This design comes from an exercise in tuning for small area on the open sky130 flow, not from production work. The RTL was checked by simulation tests, not by an equivalence proof against the original design. No activity file was given, so power comes from the tool's default toggle rates.

==> inputs of job 2655 <==
==> flow/design.v <==
module bms_aoi222 (
    input  wire [2:0] a,
    input  wire [2:0] b,
    output wire       y
);
    assign y = ~|(a & b);
endmodule
module bms_module (
    input  wire        clk,
    input  wire        rst,           
    input  wire        line_in,       
    output reg         line_out,      
    output reg         line_oe,
    input  wire [15:0] meas0,
    input  wire [15:0] meas1,
    input  wire [15:0] meas2,
    input  wire [15:0] meas3,
    input  wire [15:0] meas4,
    input  wire [31:0] ver_sw,
    input  wire [15:0] ver_hw,
    input  wire [31:0] ver_sn,
    output wire [7:0]  my_addr,
    output reg         cmd_valid,
    output wire [7:0]  cmd_addr,
    output wire [2:0]  cmd_op,
    output wire [10:0] cmd_arg,
    output wire        cmd_bcast
);
    localparam BCAST      = 8'hAA;
    localparam OP_GETDATA = 3'd0;
    localparam OP_SETADDR = 3'd1;
    localparam OP_SHUNTON = 3'd2;
    localparam OP_VERSION = 3'd3;
    localparam OP_RESV    = 3'd4;
    localparam OP_ADDRMODE= 3'd5;
    localparam T_GET  = 2'd0;
    localparam T_VER  = 2'd1;
    localparam T_FWD  = 2'd2;
    localparam T_NONE = 2'd3;        
    reg        pol;
    reg        line_prev;
    wire       lvl = (line_in == pol);
    reg        rx_on;                 
    reg        tx_busy;
    reg  [3:0] clk_cnt;               
    reg  [3:0] bitc;                  
    reg        pend;                  
    wire clk_run  = rx_on | tx_busy;
    wire tick     = clk_run && (clk_cnt == 4'd15);
    wire rx_tick  = tick && !tx_busy;
    wire tx_tick  = tick && tx_busy;
    wire b_start = (bitc == 4'd15);
    wire b_stop  = (bitc == 4'd8);
    wire b_data  = !bitc[3];
    reg [10:0] dw0, dw1;
    reg  [3:0] sy;
    reg        pa;
    reg        er0, er1;
    reg        nz;
    reg  [2:0] rx_count;
    reg        rx_len4;
    reg        frame_complete;
    function is_data_pos(input [3:0] p);
        is_data_pos = (p != 4'd0) && (p != 4'd1) && (p != 4'd2) && (p != 4'd4) && (p != 4'd8);
    endfunction
    wire       cnt4   = rx_count[2];
    wire [3:0] cpos   = {rx_count[0], bitc[2:0]} + 4'd1;      
    wire       rx_dat = rx_tick && b_data && !cnt4;
    wire       up0    = rx_dat && !rx_count[1];
    wire       up1    = rx_dat &&  rx_count[1];
    wire       is_brk = rx_tick && b_stop && !nz && !lvl;
    wire       w_end  = rx_tick && b_stop && !is_brk && rx_count[0];    
    wire       clr    = rst || is_brk || w_end;
    wire       w_err  = (sy == 4'd0) ? pa : ~pa;
    wire [3:0] sadd   = lvl ? cpos : 4'd0;
    wire       rot    = rx_on && b_stop && rx_count[0] && is_data_pos(clk_cnt);
    wire       rot0   = rot && !rx_count[1];
    wire       rot1   = rot &&  rx_count[1];
    always @(posedge clk) begin
        if (clr) begin
            sy <= 4'd0;
            pa <= 1'b0;
        end else if (rx_dat) begin
            sy <= sy ^ sadd;
            pa <= pa ^ lvl;
        end
        if (w_end && !rx_count[1]) er0 <= w_err;
        if (w_end &&  rx_count[1]) er1 <= w_err;
    end
    always @(posedge clk) begin
        if (up0 && is_data_pos(cpos)) dw0 <= {dw0[9:0], lvl};
        if (up1 && is_data_pos(cpos)) dw1 <= {dw1[9:0], lvl};
        if (rot0) dw0 <= {dw0[9:0], dw0[10] ^ (sy == clk_cnt)};
        if (rot1) dw1 <= {dw1[9:0], dw1[10] ^ (sy == clk_cnt)};
    end
    reg  [5:0]  addr;
    assign my_addr = {2'b00, addr};
    wire [10:0] d0   = dw0;
    wire [10:0] d1   = dw1;
    wire        err0 = er0;
    wire        err1 = er1;
    wire [7:0]  c_addr = d0[10:3];
    wire [2:0]  c_op   = d0[2:0];
    wire        c_wide = (c_op == OP_SETADDR) || (c_op == OP_SHUNTON);
    wire [10:0] c_arg  = c_wide ? d1 : 11'd0;
    wire recv_cond = !pend && !tx_busy && !rx_tick && (rx_count >= 3'd2) &&
                     (rx_len4 || frame_complete);
    wire need_more = !err0 && c_wide && !cnt4;
    wire dec_ok    = !err0 && (!c_wide || (cnt4 && !err1));
    wire c_bcast   = (c_addr == BCAST);
    wire c_match   = (c_op != OP_RESV) && (c_bcast || (c_addr != 8'd0 && c_addr == my_addr));
    wire deliver   = recv_cond && dec_ok && c_match;
    wire claim     = (addr == 6'd0) && (d1[10:6] == 5'd0) && (d1[5:0] != 6'd0);
    assign cmd_addr  = c_addr;
    assign cmd_op    = c_op;
    assign cmd_arg   = c_arg;
    assign cmd_bcast = c_bcast;
    reg  [1:0]  rtype;
    reg  [3:0]  tx_byte;
    reg  [15:0] crc;
    function [15:0] ham_enc(input [10:0] d);
        reg p1, p2, p4, p8, q;
        begin
            p1 = d[10] ^ d[9] ^ d[7] ^ d[6] ^ d[4] ^ d[2] ^ d[0];
            p2 = d[10] ^ d[8] ^ d[7] ^ d[5] ^ d[4] ^ d[1] ^ d[0];
            p4 = d[9]  ^ d[8] ^ d[7] ^ d[3] ^ d[2] ^ d[1] ^ d[0];
            p8 = d[6]  ^ d[5] ^ d[4] ^ d[3] ^ d[2] ^ d[1] ^ d[0];
            q  = p1 ^ p2 ^ p4 ^ p8 ^ (^d);
            ham_enc = {q, d[0], d[1], d[2], d[3], d[4], d[5], d[6], p8,
                       d[7], d[8], d[9], p4, d[10], p2, p1};
        end
    endfunction
    localparam [15:0] FWD_W0 = 16'h45A4;    
    wire [15:0] fwd_w1 = ham_enc({5'd0, addr} + 11'd1);
    wire is_get = (rtype == T_GET);
    wire is_ver = (rtype == T_VER);
    wire is_fwd = (rtype == T_FWD);
    wire [2:0]  bidx = clk_cnt[3] ? bitc[2:0] : ~clk_cnt[2:0];
    wire [3:0]  bsel = {tx_byte[0], bidx};
    wire [15:0] bs;
    genvar gi;
    generate
        for (gi = 0; gi < 16; gi = gi + 1) begin : g_bs
            assign bs[gi] = (bsel == gi);
        end
    endgenerate
    wire [15:0] fw [0:10];
    assign fw[0]  = meas0;
    assign fw[1]  = meas1;
    assign fw[2]  = meas2;
    assign fw[3]  = meas3;
    assign fw[4]  = meas4;
    assign fw[5]  = ver_sw[15:0];
    assign fw[6]  = ver_sw[31:16];
    assign fw[7]  = ver_hw;
    assign fw[8]  = ver_sn[15:0];
    assign fw[9]  = ver_sn[31:16];
    assign fw[10] = crc;
    wire [12:0] wb;
    genvar gw, gj;
    generate
        for (gw = 0; gw < 11; gw = gw + 1) begin : g_w
            wire [4:0] n;
            for (gj = 0; gj < 5; gj = gj + 1) begin : g_a
                bms_aoi222 u_ao (.a(fw[gw][3*gj +: 3]), .b(bs[3*gj +: 3]), .y(n[gj]));
            end
            assign wb[gw] = ~&n | (fw[gw][15] & bs[15]);
        end
    endgenerate
    wire [3:0] fn;
    bms_aoi222 u_ao_f0 (.a({fwd_w1[3], fwd_w1[1:0]}),  .b({bs[3], bs[1:0]}),  .y(fn[0]));
    bms_aoi222 u_ao_f1 (.a(fwd_w1[9:7]),               .b(bs[9:7]),           .y(fn[1]));
    bms_aoi222 u_ao_f2 (.a(fwd_w1[12:10]),             .b(bs[12:10]),         .y(fn[2]));
    bms_aoi222 u_ao_f3 (.a(fwd_w1[15:13]),             .b(bs[15:13]),         .y(fn[3]));
    assign wb[11] = ~&fn;
    wire [1:0] an;
    bms_aoi222 u_ao_a0 (.a(addr[2:0]), .b(bs[10:8]),  .y(an[0]));
    bms_aoi222 u_ao_a1 (.a(addr[5:3]), .b(bs[13:11]), .y(an[1]));
    assign wb[12] = ~&an;
    wire fb0 = |(FWD_W0 & bs);
    wire [2:0] wsel = tx_byte[3:1];
    wire [12:0] ws;
    assign ws[0]  = (wsel == 3'd1) && is_get;
    assign ws[1]  = (wsel == 3'd2) && is_get;
    assign ws[2]  = (wsel == 3'd3) && is_get;
    assign ws[3]  = (wsel == 3'd4) && is_get;
    assign ws[4]  = (wsel == 3'd5) && is_get;
    assign ws[5]  = (wsel == 3'd1) && is_ver;
    assign ws[6]  = (wsel == 3'd2) && is_ver;
    assign ws[7]  = (wsel == 3'd3) && is_ver;
    assign ws[8]  = (wsel == 3'd4) && is_ver;
    assign ws[9]  = (wsel == 3'd5) && is_ver;
    assign ws[10] = (wsel == 3'd6) && !is_fwd;
    assign ws[11] = (wsel == 3'd6) && is_fwd;
    assign ws[12] = (wsel == 3'd0);
    wire [3:0] wn;
    generate
        for (gj = 0; gj < 4; gj = gj + 1) begin : g_ws
            bms_aoi222 u_ao (.a(wb[3*gj +: 3]), .b(ws[3*gj +: 3]), .y(wn[gj]));
        end
    endgenerate
    wire cbit = ~&wn | (wb[12] & ws[12]) | (fb0 && (wsel == 3'd5) && is_fwd);
    wire       tx_bitval = b_start ? 1'b0 : b_stop ? 1'b1 : cbit;
    wire crc_tx  = tx_busy && (bitc == 4'd0) && !clk_cnt[3] && !(tx_byte[3] && tx_byte[2]);
    wire ready   = crc[12] && crc[5] && !crc[8];
    wire load    = cmd_valid && (rtype != T_NONE);
    wire crc_fb  = crc[15] ^ (cbit & tx_busy);
    wire send_now = pend && ready && !tx_busy && !rx_on;
    wire edge_evt = line_prev && !lvl && !rx_on && !tx_busy && !send_now;
    always @(posedge clk) begin
        if (rst) begin
            pol            <= line_in;
            line_prev      <= 1'b1;
            rx_on          <= 1'b0;
            tx_busy        <= 1'b0;
            pend           <= 1'b0;
            rx_count       <= 3'd0;
            rx_len4        <= 1'b0;
            frame_complete <= 1'b0;
            line_oe        <= 1'b0;
            addr           <= 6'd0;
            cmd_valid      <= 1'b0;
        end else begin
            line_prev <= lvl;
            cmd_valid <= 1'b0;
            if (load)
                pend <= 1'b1;
            if (edge_evt) begin
                rx_on   <= 1'b1;
                clk_cnt <= 4'd8;
                bitc    <= 4'd15;
            end else if (send_now) begin
                tx_busy <= 1'b1;
                pend    <= 1'b0;
                clk_cnt <= 4'd0;
                bitc    <= 4'd15;
                tx_byte <= is_get ? 4'd1 : is_ver ? 4'd2 : 4'd10;
            end else begin
                clk_cnt <= clk_cnt + 4'd1;
                if (tick)
                    bitc <= b_stop ? 4'd15 : bitc + 4'd1;
            end
            if (rx_tick) begin
                if (b_start) begin
                    nz <= 1'b0;
                end else if (b_data) begin
                    nz <= nz | lvl;
                end else begin
                    if (!nz && !lvl) begin
                        rx_count       <= 3'd0;
                        frame_complete <= 1'b0;
                    end else if (!cnt4) begin
                        rx_count <= rx_count + 3'd1;
                        if (rx_count[0] && (rx_count[1] == rx_len4))
                            frame_complete <= 1'b1;
                    end
                    rx_on <= 1'b0;
                end
            end
            if (tx_tick) begin
                if (tx_byte != 4'd14) begin
                    line_oe  <= 1'b1;
                    line_out <= tx_bitval ? pol : ~pol;
                    if (b_stop) tx_byte <= tx_byte + 4'd1;
                end else if (b_start) begin
                    line_oe  <= 1'b1;
                    line_out <= pol;
                end else begin
                    line_oe  <= 1'b0;
                    tx_busy  <= 1'b0;
                end
            end
            if (send_now)
                crc <= 16'd0;
            else if (load)
                crc <= is_get ? 16'h0040 : is_ver ? 16'h0080 : 16'hC4CC;
            else if (crc_tx || (pend && !ready))
                crc <= {crc[14:0], 1'b0} ^ (crc_fb ? 16'h1021 : 16'h0000);
            if (recv_cond) begin
                frame_complete <= 1'b0;
                rx_len4        <= need_more;
                if (deliver) begin
                    cmd_valid <= 1'b1;
                    rtype     <= T_NONE;
                    case (c_op)
                        OP_GETDATA: rtype <= T_GET;
                        OP_VERSION: rtype <= T_VER;
                        OP_SETADDR: begin
                            if (claim) begin
                                addr  <= d1[5:0];
                                rtype <= T_FWD;
                            end
                        end
                        OP_ADDRMODE: addr <= 6'd0;
                        default: ;
                    endcase
                end
            end
        end
    end
endmodule
==> flow/flow/run.sh <==
#!/bin/bash
# The standard layout (standard synthesis, ORFS steps), with every port
# buffered by the smallest buffer instead of the default pick, the
# synthesized gates taken down to their smallest drive strength and the
# synthesis buffers removed after floorplan (later repair steps upsize or
# buffer where needed), and a clock tree without dummy loads.
set -euo pipefail
export BUFFER_PORTS_ARGS="-buffer_cell sky130_fd_sc_hd__buf_1"
export POST_FLOORPLAN_TCL="$PWD/flow/downsize.tcl"
export CTS_ARGS="-sink_clustering_enable -repair_clock_nets -buf_list sky130_fd_sc_hd__clkbuf_8 -dont_use_dummy_load"
bash standard.sh > standard_flow.log 2>&1
==> flow/flow/downsize.tcl <==
# Swap each combinational cell for the smallest cell of the same family
# (same name but the drive-strength suffix), e.g. nor4_2 -> nor4_1.
# Flip-flops are left alone; later repair steps upsize where needed.
set ds_count 0
set ds_saved 0.0
foreach inst [get_cells *] {
  set m [get_property $inst ref_name]
  if {![regexp {^(sky130_fd_sc_hd__[a-z0-9]+)_([0-9]+)$} $m -> base drv]} { continue }
  if {[regexp {^sky130_fd_sc_hd__(s?e?dfx|dfr|dfs|dfb|edf|sdf|sedf|dl|tap|fill|decap|conb|diode|clk)} $base]} { continue }
  set best $m
  set best_area [get_property [get_lib_cells */$m] area]
  foreach d {0 1 2} {
    set cand ${base}_$d
    set lc [get_lib_cells -quiet */$cand]
    if {$lc == ""} { continue }
    if {[get_property $lc dont_use]} { continue }
    set a [get_property $lc area]
    if {$a < $best_area} { set best $cand; set best_area $a }
  }
  if {$best != $m} {
    set old_area [get_property [get_lib_cells */$m] area]
    replace_cell $inst [get_lib_cells */$best]
    incr ds_count
    set ds_saved [expr {$ds_saved + $old_area - $best_area}]
  }
}
puts "downsize: $ds_count cells, [format %.1f $ds_saved] um2"
# The synthesis buffers go now too (timing-driven placement, which would
# remove them, is off).
remove_buffers
==> flow/standard.sh <==
#!/bin/bash
# synth_recipe.tcl (not shown) runs the flow's synth.tcl, then flattens the netlist and writes it again
# the make line also repeats each setting of config.mk as NAME=value (left out here)
make -C /OpenROAD-flow-scripts/flow DESIGN_CONFIG=/design/flow/config.mk WORK_HOME=/design/flow/orfs CLKGATE_MAP_FILE= SYNTH_SCRIPT=/design/flow/synth_recipe.tcl "${@:-finish}"
==> flow/config.mk <==
export PLATFORM = sky130hd
export DESIGN_NAME = bms_module
export DESIGN_NICKNAME = bms_module
export VERILOG_FILES = /design/flow/design.v
export SDC_FILE = /design/flow/constraint.sdc
export NUM_CORES = 4
export LEC_CHECK = 0
export CAP_MARGIN = 20
export CORE_MARGIN = 2
export CORE_UTILIZATION = 60
export GPL_TIMING_DRIVEN = 0
export PLACE_DENSITY = 0.8
export SLEW_MARGIN = 20
export SYNTH_HIERARCHICAL = 1
==> flow/constraint.sdc <==
create_clock -name core_clock -period 10.0 [get_ports {clk}]
set_input_delay 2.0000 -clock core_clock [delete_from_list [all_inputs] [get_ports {clk}]]
set_output_delay 2.0000 -clock core_clock [all_outputs]
set_load 0.01 [all_outputs]
==> job 9504 (differences from job 2655) <==
--- a/flow/design.v
+++ b/flow/design.v
@@ -120,2 +120,3 @@
     reg  [15:0] crc;
+    reg  [79:0] body;
     function [15:0] ham_enc(input [10:0] d);
@@ -146,18 +147,13 @@
     endgenerate
-    wire [15:0] fw [0:10];
-    assign fw[0]  = meas0;
-    assign fw[1]  = meas1;
-    assign fw[2]  = meas2;
-    assign fw[3]  = meas3;
-    assign fw[4]  = meas4;
-    assign fw[5]  = ver_sw[15:0];
-    assign fw[6]  = ver_sw[31:16];
-    assign fw[7]  = ver_hw;
-    assign fw[8]  = ver_sn[15:0];
-    assign fw[9]  = ver_sn[31:16];
-    assign fw[10] = crc;
-    wire [12:0] wb;
+    wire [15:0] fw [0:5];
+    assign fw[0]  = body[15:0];
+    assign fw[1]  = body[31:16];
+    assign fw[2]  = body[47:32];
+    assign fw[3]  = body[63:48];
+    assign fw[4]  = body[79:64];
+    assign fw[5]  = crc;
+    wire [8:0] wb;
     genvar gw, gj;
     generate
-        for (gw = 0; gw < 11; gw = gw + 1) begin : g_w
+        for (gw = 0; gw < 6; gw = gw + 1) begin : g_w
             wire [4:0] n;
@@ -174,3 +170,3 @@
     bms_aoi222 u_ao_f3 (.a(fwd_w1[15:13]),             .b(bs[15:13]),         .y(fn[3]));
-    assign wb[11] = ~&fn;
+    assign wb[6] = ~&fn;
     wire [1:0] an;
@@ -178,22 +174,19 @@
     bms_aoi222 u_ao_a1 (.a(addr[5:3]), .b(bs[13:11]), .y(an[1]));
-    assign wb[12] = ~&an;
+    assign wb[7] = ~&an;
     wire fb0 = |(FWD_W0 & bs);
     wire [2:0] wsel = tx_byte[3:1];
-    wire [12:0] ws;
-    assign ws[0]  = (wsel == 3'd1) && is_get;
-    assign ws[1]  = (wsel == 3'd2) && is_get;
-    assign ws[2]  = (wsel == 3'd3) && is_get;
-    assign ws[3]  = (wsel == 3'd4) && is_get;
-    assign ws[4]  = (wsel == 3'd5) && is_get;
-    assign ws[5]  = (wsel == 3'd1) && is_ver;
-    assign ws[6]  = (wsel == 3'd2) && is_ver;
-    assign ws[7]  = (wsel == 3'd3) && is_ver;
-    assign ws[8]  = (wsel == 3'd4) && is_ver;
-    assign ws[9]  = (wsel == 3'd5) && is_ver;
-    assign ws[10] = (wsel == 3'd6) && !is_fwd;
-    assign ws[11] = (wsel == 3'd6) && is_fwd;
-    assign ws[12] = (wsel == 3'd0);
-    wire [3:0] wn;
+    wire [8:0] ws;
+    assign ws[0]  = (wsel == 3'd1);
+    assign ws[1]  = (wsel == 3'd2);
+    assign ws[2]  = (wsel == 3'd3);
+    assign ws[3]  = (wsel == 3'd4);
+    assign ws[4]  = (wsel == 3'd5) && !is_fwd;
+    assign ws[5]  = (wsel == 3'd6) && !is_fwd;
+    assign ws[6]  = (wsel == 3'd6) && is_fwd;
+    assign ws[7]  = (wsel == 3'd0);
+    assign ws[8]  = (wsel == 3'd5) && is_fwd;
+    assign wb[8]  = fb0;
+    wire [2:0] wn;
     generate
-        for (gj = 0; gj < 4; gj = gj + 1) begin : g_ws
+        for (gj = 0; gj < 3; gj = gj + 1) begin : g_ws
             bms_aoi222 u_ao (.a(wb[3*gj +: 3]), .b(ws[3*gj +: 3]), .y(wn[gj]));
@@ -201,3 +194,3 @@
     endgenerate
-    wire cbit = ~&wn | (wb[12] & ws[12]) | (fb0 && (wsel == 3'd5) && is_fwd);
+    wire cbit = ~&wn;
     wire       tx_bitval = b_start ? 1'b0 : b_stop ? 1'b1 : cbit;
@@ -276,2 +269,4 @@
                 crc <= is_get ? 16'h0040 : is_ver ? 16'h0080 : 16'hC4CC;
+            if (load)
+                body <= is_ver ? {ver_sn, ver_hw, ver_sw} : {meas4, meas3, meas2, meas1, meas0};
             else if (crc_tx || (pend && !ready))
--- a/flow/flow/run.sh
+++ b/flow/flow/run.sh
@@ -3,5 +3,5 @@
 # buffered by the smallest buffer instead of the default pick, the
-# synthesized gates taken down to their smallest drive strength and the
-# synthesis buffers removed after floorplan (later repair steps upsize or
-# buffer where needed), and a clock tree without dummy loads.
+# synthesized gates taken down to their smallest drive strength after
+# floorplan (later repair steps upsize where needed), and a clock tree
+# without dummy loads.
 set -euo pipefail
--- a/flow/flow/downsize.tcl
+++ b/flow/flow/downsize.tcl
@@ -27,4 +27 @@
 puts "downsize: $ds_count cells, [format %.1f $ds_saved] um2"
-# The synthesis buffers go now too (timing-driven placement, which would
-# remove them, is off).
-remove_buffers
--- a/flow/config.mk
+++ b/flow/config.mk
@@ -10,3 +10,2 @@
 export CORE_UTILIZATION = 60
-export GPL_TIMING_DRIVEN = 0
 export PLACE_DENSITY = 0.8
==> job 6104 (differences from job 2655) <==
--- a/flow/design.v
+++ b/flow/design.v
@@ -55,5 +55,4 @@
     reg [10:0] dw0, dw1;
-    reg  [3:0] sy;
-    reg        pa;
-    reg        er0, er1;
+    reg  [3:0] sy0, sy1;
+    reg        pa0, pa1;
     reg        nz;
@@ -71,5 +70,3 @@
     wire       is_brk = rx_tick && b_stop && !nz && !lvl;
-    wire       w_end  = rx_tick && b_stop && !is_brk && rx_count[0];    
-    wire       clr    = rst || is_brk || w_end;
-    wire       w_err  = (sy == 4'd0) ? pa : ~pa;
+    wire       clr    = rst || is_brk;
     wire [3:0] sadd   = lvl ? cpos : 4'd0;
@@ -80,10 +77,14 @@
         if (clr) begin
-            sy <= 4'd0;
-            pa <= 1'b0;
-        end else if (rx_dat) begin
-            sy <= sy ^ sadd;
-            pa <= pa ^ lvl;
+            sy0 <= 4'd0; pa0 <= 1'b0;
+            sy1 <= 4'd0; pa1 <= 1'b0;
+        end else begin
+            if (up0) begin
+                sy0 <= sy0 ^ sadd;
+                pa0 <= pa0 ^ lvl;
+            end
+            if (up1) begin
+                sy1 <= sy1 ^ sadd;
+                pa1 <= pa1 ^ lvl;
+            end
         end
-        if (w_end && !rx_count[1]) er0 <= w_err;
-        if (w_end &&  rx_count[1]) er1 <= w_err;
     end
@@ -92,4 +93,4 @@
         if (up1 && is_data_pos(cpos)) dw1 <= {dw1[9:0], lvl};
-        if (rot0) dw0 <= {dw0[9:0], dw0[10] ^ (sy == clk_cnt)};
-        if (rot1) dw1 <= {dw1[9:0], dw1[10] ^ (sy == clk_cnt)};
+        if (rot0) dw0 <= {dw0[9:0], dw0[10] ^ (sy0 == clk_cnt)};
+        if (rot1) dw1 <= {dw1[9:0], dw1[10] ^ (sy1 == clk_cnt)};
     end
@@ -99,4 +100,4 @@
     wire [10:0] d1   = dw1;
-    wire        err0 = er0;
-    wire        err1 = er1;
+    wire        err0 = (sy0 == 4'd0) ? pa0 : ~pa0;
+    wire        err1 = (sy1 == 4'd0) ? pa1 : ~pa1;
     wire [7:0]  c_addr = d0[10:3];
@@ -112,3 +113,3 @@
     wire deliver   = recv_cond && dec_ok && c_match;
-    wire claim     = (addr == 6'd0) && (d1[10:6] == 5'd0) && (d1[5:0] != 6'd0);
+    wire claim     = (addr == 6'd0) && (c_arg[10:6] == 5'd0) && (c_arg[5:0] != 6'd0);
     assign cmd_addr  = c_addr;
@@ -253,3 +254,3 @@
                         rx_count <= rx_count + 3'd1;
-                        if (rx_count[0] && (rx_count[1] == rx_len4))
+                        if ((rx_count + 3'd1) == (rx_len4 ? 3'd4 : 3'd2))
                             frame_complete <= 1'b1;
@@ -289,3 +290,3 @@
                             if (claim) begin
-                                addr  <= d1[5:0];
+                                addr  <= c_arg[5:0];
                                 rtype <= T_FWD;
--- a/flow/flow/run.sh
+++ b/flow/flow/run.sh
@@ -3,5 +3,5 @@
 # buffered by the smallest buffer instead of the default pick, the
-# synthesized gates taken down to their smallest drive strength and the
-# synthesis buffers removed after floorplan (later repair steps upsize or
-# buffer where needed), and a clock tree without dummy loads.
+# synthesized gates taken down to their smallest drive strength after
+# floorplan (later repair steps upsize where needed), and a clock tree
+# without dummy loads.
 set -euo pipefail
--- a/flow/flow/downsize.tcl
+++ b/flow/flow/downsize.tcl
@@ -27,4 +27 @@
 puts "downsize: $ds_count cells, [format %.1f $ds_saved] um2"
-# The synthesis buffers go now too (timing-driven placement, which would
-# remove them, is off).
-remove_buffers
--- a/flow/config.mk
+++ b/flow/config.mk
@@ -10,3 +10,2 @@
 export CORE_UTILIZATION = 60
-export GPL_TIMING_DRIVEN = 0
 export PLACE_DENSITY = 0.8
==> job 3195 (differences from job 2655) <==
--- a/flow/design.v
+++ b/flow/design.v
@@ -55,5 +55,4 @@
     reg [10:0] dw0, dw1;
-    reg  [3:0] sy;
-    reg        pa;
-    reg        er0, er1;
+    reg  [3:0] sy0, sy1;
+    reg        pa0, pa1;
     reg        nz;
@@ -71,5 +70,3 @@
     wire       is_brk = rx_tick && b_stop && !nz && !lvl;
-    wire       w_end  = rx_tick && b_stop && !is_brk && rx_count[0];    
-    wire       clr    = rst || is_brk || w_end;
-    wire       w_err  = (sy == 4'd0) ? pa : ~pa;
+    wire       clr    = rst || is_brk;
     wire [3:0] sadd   = lvl ? cpos : 4'd0;
@@ -80,10 +77,14 @@
         if (clr) begin
-            sy <= 4'd0;
-            pa <= 1'b0;
-        end else if (rx_dat) begin
-            sy <= sy ^ sadd;
-            pa <= pa ^ lvl;
+            sy0 <= 4'd0; pa0 <= 1'b0;
+            sy1 <= 4'd0; pa1 <= 1'b0;
+        end else begin
+            if (up0) begin
+                sy0 <= sy0 ^ sadd;
+                pa0 <= pa0 ^ lvl;
+            end
+            if (up1) begin
+                sy1 <= sy1 ^ sadd;
+                pa1 <= pa1 ^ lvl;
+            end
         end
-        if (w_end && !rx_count[1]) er0 <= w_err;
-        if (w_end &&  rx_count[1]) er1 <= w_err;
     end
@@ -92,4 +93,4 @@
         if (up1 && is_data_pos(cpos)) dw1 <= {dw1[9:0], lvl};
-        if (rot0) dw0 <= {dw0[9:0], dw0[10] ^ (sy == clk_cnt)};
-        if (rot1) dw1 <= {dw1[9:0], dw1[10] ^ (sy == clk_cnt)};
+        if (rot0) dw0 <= {dw0[9:0], dw0[10] ^ (sy0 == clk_cnt)};
+        if (rot1) dw1 <= {dw1[9:0], dw1[10] ^ (sy1 == clk_cnt)};
     end
@@ -99,4 +100,4 @@
     wire [10:0] d1   = dw1;
-    wire        err0 = er0;
-    wire        err1 = er1;
+    wire        err0 = (sy0 == 4'd0) ? pa0 : ~pa0;
+    wire        err1 = (sy1 == 4'd0) ? pa1 : ~pa1;
     wire [7:0]  c_addr = d0[10:3];
@@ -112,3 +113,3 @@
     wire deliver   = recv_cond && dec_ok && c_match;
-    wire claim     = (addr == 6'd0) && (d1[10:6] == 5'd0) && (d1[5:0] != 6'd0);
+    wire claim     = (addr == 6'd0) && (c_arg[10:6] == 5'd0) && (c_arg[5:0] != 6'd0);
     assign cmd_addr  = c_addr;
@@ -253,3 +254,3 @@
                         rx_count <= rx_count + 3'd1;
-                        if (rx_count[0] && (rx_count[1] == rx_len4))
+                        if ((rx_count + 3'd1) == (rx_len4 ? 3'd4 : 3'd2))
                             frame_complete <= 1'b1;
@@ -289,3 +290,3 @@
                             if (claim) begin
-                                addr  <= d1[5:0];
+                                addr  <= c_arg[5:0];
                                 rtype <= T_FWD;
--- a/flow/flow/run.sh
+++ b/flow/flow/run.sh
@@ -3,5 +3,5 @@
 # buffered by the smallest buffer instead of the default pick, the
-# synthesized gates taken down to their smallest drive strength and the
-# synthesis buffers removed after floorplan (later repair steps upsize or
-# buffer where needed), and a clock tree without dummy loads.
+# synthesized gates taken down to their smallest drive strength after
+# floorplan (later repair steps upsize where needed), and a clock tree
+# without dummy loads.
 set -euo pipefail
--- a/flow/flow/downsize.tcl
+++ b/flow/flow/downsize.tcl
@@ -27,4 +27 @@
 puts "downsize: $ds_count cells, [format %.1f $ds_saved] um2"
-# The synthesis buffers go now too (timing-driven placement, which would
-# remove them, is off).
-remove_buffers
--- a/flow/config.mk
+++ b/flow/config.mk
@@ -9,5 +9,4 @@
 export CORE_MARGIN = 2
-export CORE_UTILIZATION = 60
-export GPL_TIMING_DRIVEN = 0
-export PLACE_DENSITY = 0.8
+export CORE_UTILIZATION = 40
+export PLACE_DENSITY = 0.6
 export SLEW_MARGIN = 20
==> notes.md <==
- Of job 6104 and job 2655, job 6104 has the higher routed wire length (gap 6.5%, measured against job 2655).
- The highest setup slack belongs to job 9504, the lowest to job 2655.
- In job 6104 the maximum frequency is smaller than in job 9504, by 6.0%.
- Between job 2655 and job 3195, the lower non-clock buffer count is in job 2655 (gap 1).
- In job 3195 the utilization is lower than in job 2655, by 23 points.
- The lowest die area belongs to job 2655, the highest to job 9504.
- Hold slack, highest first: job 6104, job 3195, job 9504, job 2655.
- Between job 9504 and job 6104, the lower sequential power is in job 6104 (gap 94%, measured against job 6104).

## static timing again, ports no longer ideal
The flow's constraints put no driver on any port. The routed layouts listed below were extracted and timed again, unchanged, in two steps. Step 1 (the two cells are an assumption about what drives the block):
set clk [get_ports {clk}]
set_driving_cell -lib_cell sky130_fd_sc_hd__clkbuf_16 $clk
set_driving_cell -lib_cell sky130_fd_sc_hd__buf_2 [delete_from_list [all_inputs] $clk]
Step 2 adds t to the input delays and takes it off the output delays; t is the mean of the earliest and latest rising clock arrival at the registers after step 1. Input paths then give back, and output paths get back, about the clock's delay inside the block. Slacks: ideal / step 1 / step 2; pairs: ideal / step 1.
run | t (ns) | setup slack, ns | clock arrival spread, ns | worst register clock-pin slew, ns | pins driven straight from the clock port
job 2655 | 0.367 | 5.404 / 5.404 / 5.404 | 0.034 / 0.035 | 0.09 / 0.09 | 1
job 9504 | 0.483 | 5.998 / 5.961 / 6.137 | 0.029 / 0.028 | 0.08 / 0.08 | 1
job 6104 | 0.372 | 5.742 / 5.742 / 5.428 | 0.030 / 0.030 | 0.09 / 0.09 | 1
job 3195 | 0.385 | 5.650 / 5.650 / 5.414 | 0.039 / 0.039 | 0.10 / 0.10 | 1
After both steps every run listed still meets setup and hold. For job 6104, which loses most, drivers alone change the setup slack by 0.000 ns; drivers and shift together by -0.314 ns.
